Source: an optimization exercise on an open RTL-to-GDS flow (aim: small area, a short achievable clock period and few clock cycles). Production flows keep margins and buffers that such runs may drop.
Function was checked by simulation only, so behaviour that the tests miss may differ from the original.

==> onyx <==
## bluenumi_led
module bluenumi_led (
    input  wire        clk,
    input  wire        rst,           
    input  wire        cmd_valid,
    output wire        cmd_ready,
    input  wire [63:0] cmd_word,
    input  wire [31:0] cmd_now,       
    output wire        rsp_valid,
    output wire [3:0]  rsp_status,
    output wire [31:0] led_level      
);
    reg        led_en;
    reg        led_paused;
    reg        led_pattern;
    reg  [7:0] lvl [0:3];
    reg        rst_q;        
    reg        busy;         
    reg        phase;        
    reg        upd_q;        
    reg        rnz_q;        
    reg  [2:0] a_q;          
    reg  [1:0] t_q;          
    reg  [7:0] s2_q;         
    wire accept, ok, rnz, two_cyc, live_upd, is_pause, is_res, is_en, is_pat;
    wire b0 = cmd_word[0];
    wire last = busy & (~upd_q | ~led_pattern | phase);
    assign cmd_ready = ~busy;
    bn_resp u_resp (
        .rst(rst), .cmd_valid(cmd_valid), .cmd_word(cmd_word),
        .busy(busy), .last(last), .rnz_q(rnz_q), .led_en(led_en), .led_paused(led_paused),
        .rsp_valid(rsp_valid), .rsp_status(rsp_status),
        .accept(accept), .ok(ok), .rnz(rnz), .two_cyc(two_cyc), .live_upd(live_upd),
        .is_pause(is_pause), .is_res(is_res), .is_en(is_en), .is_pat(is_pat)
    );
    wire [29:0] A = cmd_now[31:2];
    wire [7:0]  S2;
    wire fold_t1 = A[0] ^ A[7] ^ A[14];
    wire fold_t2 = (A[0] & A[7]) | (A[0] & A[14]) | (A[7] & A[14]);
    wire fold_t3 = A[21] ^ A[28] ^ A[29];
    wire fold_t4 = (A[21] & A[28]) | (A[21] & A[29]) | (A[28] & A[29]);
    wire fold_t5 = A[1] ^ A[8] ^ A[7];
    wire fold_t6 = (A[1] & A[8]) | (A[1] & A[7]) | (A[8] & A[7]);
    wire fold_t7 = A[15] ^ A[22] ^ A[21];
    wire fold_t8 = (A[15] & A[22]) | (A[15] & A[21]) | (A[22] & A[21]);
    wire fold_t9 = A[2] ^ A[9] ^ A[8];
  ...
Settings: LEC_CHECK=0, ABC_AREA=1, CAP_MARGIN=20, CORE_MARGIN=2, CORE_UTILIZATION=45, PLACE_DENSITY=0.6, SLEW_MARGIN=20, SYNTH_HIERARCHICAL=1, SYNTH_MEMORY_MAX_BITS=131072; clock period 30.0 ns.
standard.sh (not shown) runs the stock make flow with config.mk's settings and CLKGATE_MAP_FILE= SYNTH_SCRIPT=/design/flow/synth_recipe.tcl, a recipe that flattens the netlist after the stock synthesis.
==> flow/flow/run.sh <==
#!/bin/bash
# The standard layout (standard.sh) with these changes:
# - the buffers that buffer_ports puts on every input and output port are
#   sky130_fd_sc_hd__buf_1 cells instead of the tool's default pick
#   (clkdlybuf4s50_1, a delay cell);
# - after the standard synthesis, the netlist's combinational logic is
#   improved without touching any register (same cells, same names):
#   flow/fa_polarity.py removes inverters around the full-adder cells (a full
#   adder is self-dual), then flow/remap.py maps the logic again with ABC
#   (flow/remap.abc, the standard dont_use list in flow/dontuse.txt), keeping
#   flip-flops, full-adder cells and the logic of the rsp_valid/rsp_status paths as
#   they are. The netlist computes the same function; the standard flow then
#   goes on from it.
# Logs: synth.log, standard.log (make's output), fa_polarity.log, remap.log
# (and the netlist's .remap.log beside it), and ORFS's own logs in orfs/logs.
set -euo pipefail
ARGS='BUFFER_PORTS_ARGS=-buffer_cell sky130_fd_sc_hd__buf_1'
R=orfs/results/${FLOW_PLATFORM:-sky130hd}/bluenumi_led/base
bash standard.sh "$ARGS" synth > synth.log 2>&1
python3 flow/fa_polarity.py "$R/1_2_yosys.v" > fa_polarity.log 2>&1
python3 flow/remap.py "$R/1_2_yosys.v" flow/remap.abc flow/dontuse.txt rsp_valid rsp_status > remap.log 2>&1
rm -f "$R/1_synth.odb" "$R/1_synth.sdc"
bash standard.sh "$ARGS" finish > standard.log 2>&1
==> flow/flow/remap.abc <==
strash
dch -f
map -D 4000
topo
stime -c
buffer -c
upsize -c
dnsize -c
Other scripts of this flow, unchanged in this note and not shown: flow/flow/dontuse.txt, flow/flow/fa_polarity.py, flow/flow/remap.py
==> inputs of fjord, as changes to onyx <==
==> flow/flow/remap.abc (replaced) <==
strash
&get -n
&st
&dch -f
&nf -R 1000
&put
topo
stime -c
buffer -c
upsize -c
dnsize -c
==> inputs of xenon, as changes to onyx <==
==> flow/flow/remap.abc (replaced) <==
strash
dch -f
map -D 3500
topo
stime -c
buffer -c
upsize -c -D 4200
dnsize -c -D 4200
--- a/flow/config.mk
+++ b/flow/config.mk
@@ -9,6 +9,8 @@
 export CAP_MARGIN = 20
 export CORE_MARGIN = 2
 export CORE_UTILIZATION = 45
+export CTS_BUF_LIST = sky130_fd_sc_hd__clkbuf_8
+export GPL_TIMING_DRIVEN = 1
 export PLACE_DENSITY = 0.6
 export SLEW_MARGIN = 20
 export SYNTH_HIERARCHICAL = 1
==> inputs of umber, as changes to onyx <==
==> flow/flow/remap.abc (replaced) <==
strash
dch -f
map -D 3500
topo
stime -c
buffer -c
upsize -c -D 4200
dnsize -c -D 4200
--- a/flow/config.mk
+++ b/flow/config.mk
@@ -9,7 +9,8 @@
 export CAP_MARGIN = 20
 export CORE_MARGIN = 2
 export CORE_UTILIZATION = 45
+export CTS_BUF_LIST = sky130_fd_sc_hd__clkbuf_8
 export PLACE_DENSITY = 0.6
-export SLEW_MARGIN = 20
+export SLEW_MARGIN = 70
 export SYNTH_HIERARCHICAL = 1
 export SYNTH_MEMORY_MAX_BITS = 131072
==> results.toml <==
[critical_path]
r2r_start = "s2_q[1]"

[global_route]
grt_pass1_wl_um = 36200

[sta]
fin_skew_ns = 0.00798
setup_ws_ns = 16.95

[routing]
wirelength_met1_um = 8970
num_vias = 7410
dr_wl_met3_um = 2070
dr.pass1.iters = 6

[placement]
place_congestion = 0.999

[floorplan]
die_w_um = 126

[synth]
syn-cell-area_um2 = 6730

[finish]
final_cell_mix = "182 x nor2_1, 160 x nand2_1, 135 x buf_1, 121 x inv_1, 77 x o21ai_0"

[status]
status = "complete, no violations"
# the run above: xenon

==> results.toml <==
[status]
status = "complete, no violations"

[routing]
dr_wl_met3_um = 2160
num_vias = 7510
wirelength_met1_um = 9100
dr.pass1.iters = 5

[finish]
final_cell_mix = "166 x nor2_1, 158 x nand2_1, 135 x buf_1, 118 x inv_1, 74 x o21ai_0"

[synth]
syn-cell-area_um2 = 6730

[floorplan]
die_w_um = 126

[sta]
fin_skew_ns = 0.00295

[global_route]
grt_pass1_wl_um = 36100
# the run above: umber

==> results.toml <==
[status]
status = "complete, no violations"

[global_route]
grt_pass1_wl_um = 33500

[sta]
fin_skew_ns = 0.00886
setup_ws_ns = 15.45

[routing]
dr_wl_met3_um = 1950

[finish]
final_cell_mix = "146 x nand2_1, 135 x buf_1, 110 x nor2_1, 82 x a21oi_1, 67 x fa_1"

[synth]
syn-cell-area_um2 = 6520

[critical_path]
r2r_start = "s2_q[1]"

[floorplan]
die_w_um = 124
# the run above: fjord

==> results.toml <==
[routing]
wirelength_met1_um = 9130
dr.pass1.iters = 5

[floorplan]
die_w_um = 128

[status]
status = "complete, no violations"

[sta]
setup_ws_ns = 16.88

[global_route]
grt_pass1_wl_um = 34600
# the run above: onyx

Testbench counts of onyx, summed over its fixed seeds: cycles 37,036.
Testbench counts of fjord, summed over its fixed seeds: cycles 37,036.
Testbench counts of xenon, summed over its fixed seeds: cycles 37,036.
Testbench counts of umber, summed over its fixed seeds: cycles 37,036.

[separate check: timing with driven ports]
In the flow no input, the clock included, has a driving cell. The finished layouts below were timed again as built, in two steps.
Step 1 (the two cells are an assumption about what drives the block):
set clk [get_ports {clk}]
set_driving_cell -lib_cell sky130_fd_sc_hd__clkbuf_16 $clk
set_driving_cell -lib_cell sky130_fd_sc_hd__buf_2 [delete_from_list [all_inputs] $clk]
Step 2, shift: input delay + t, output delay - t, t = (earliest + latest rising clock arrival at the registers) / 2. This alone moves slack from input paths to output paths.
a / b / c = ideal ports / drivers / drivers and shift; a / b = the first two.
run | t (ns) | setup WS [ns] | latest minus earliest clock arrival (ns)
onyx | 0.336 | 16.879 / 16.839 / 16.948 | 0.006 / 0.006
fjord | 0.344 | 15.450 / 15.408 / 15.751 | 0.009 / 0.009
xenon | 0.364 | 16.952 / 16.933 / 16.933 | 0.008 / 0.008
umber | 0.364 | 16.963 / 16.944 / 16.944 | 0.003 / 0.003
After both steps every run listed still meets setup and hold.
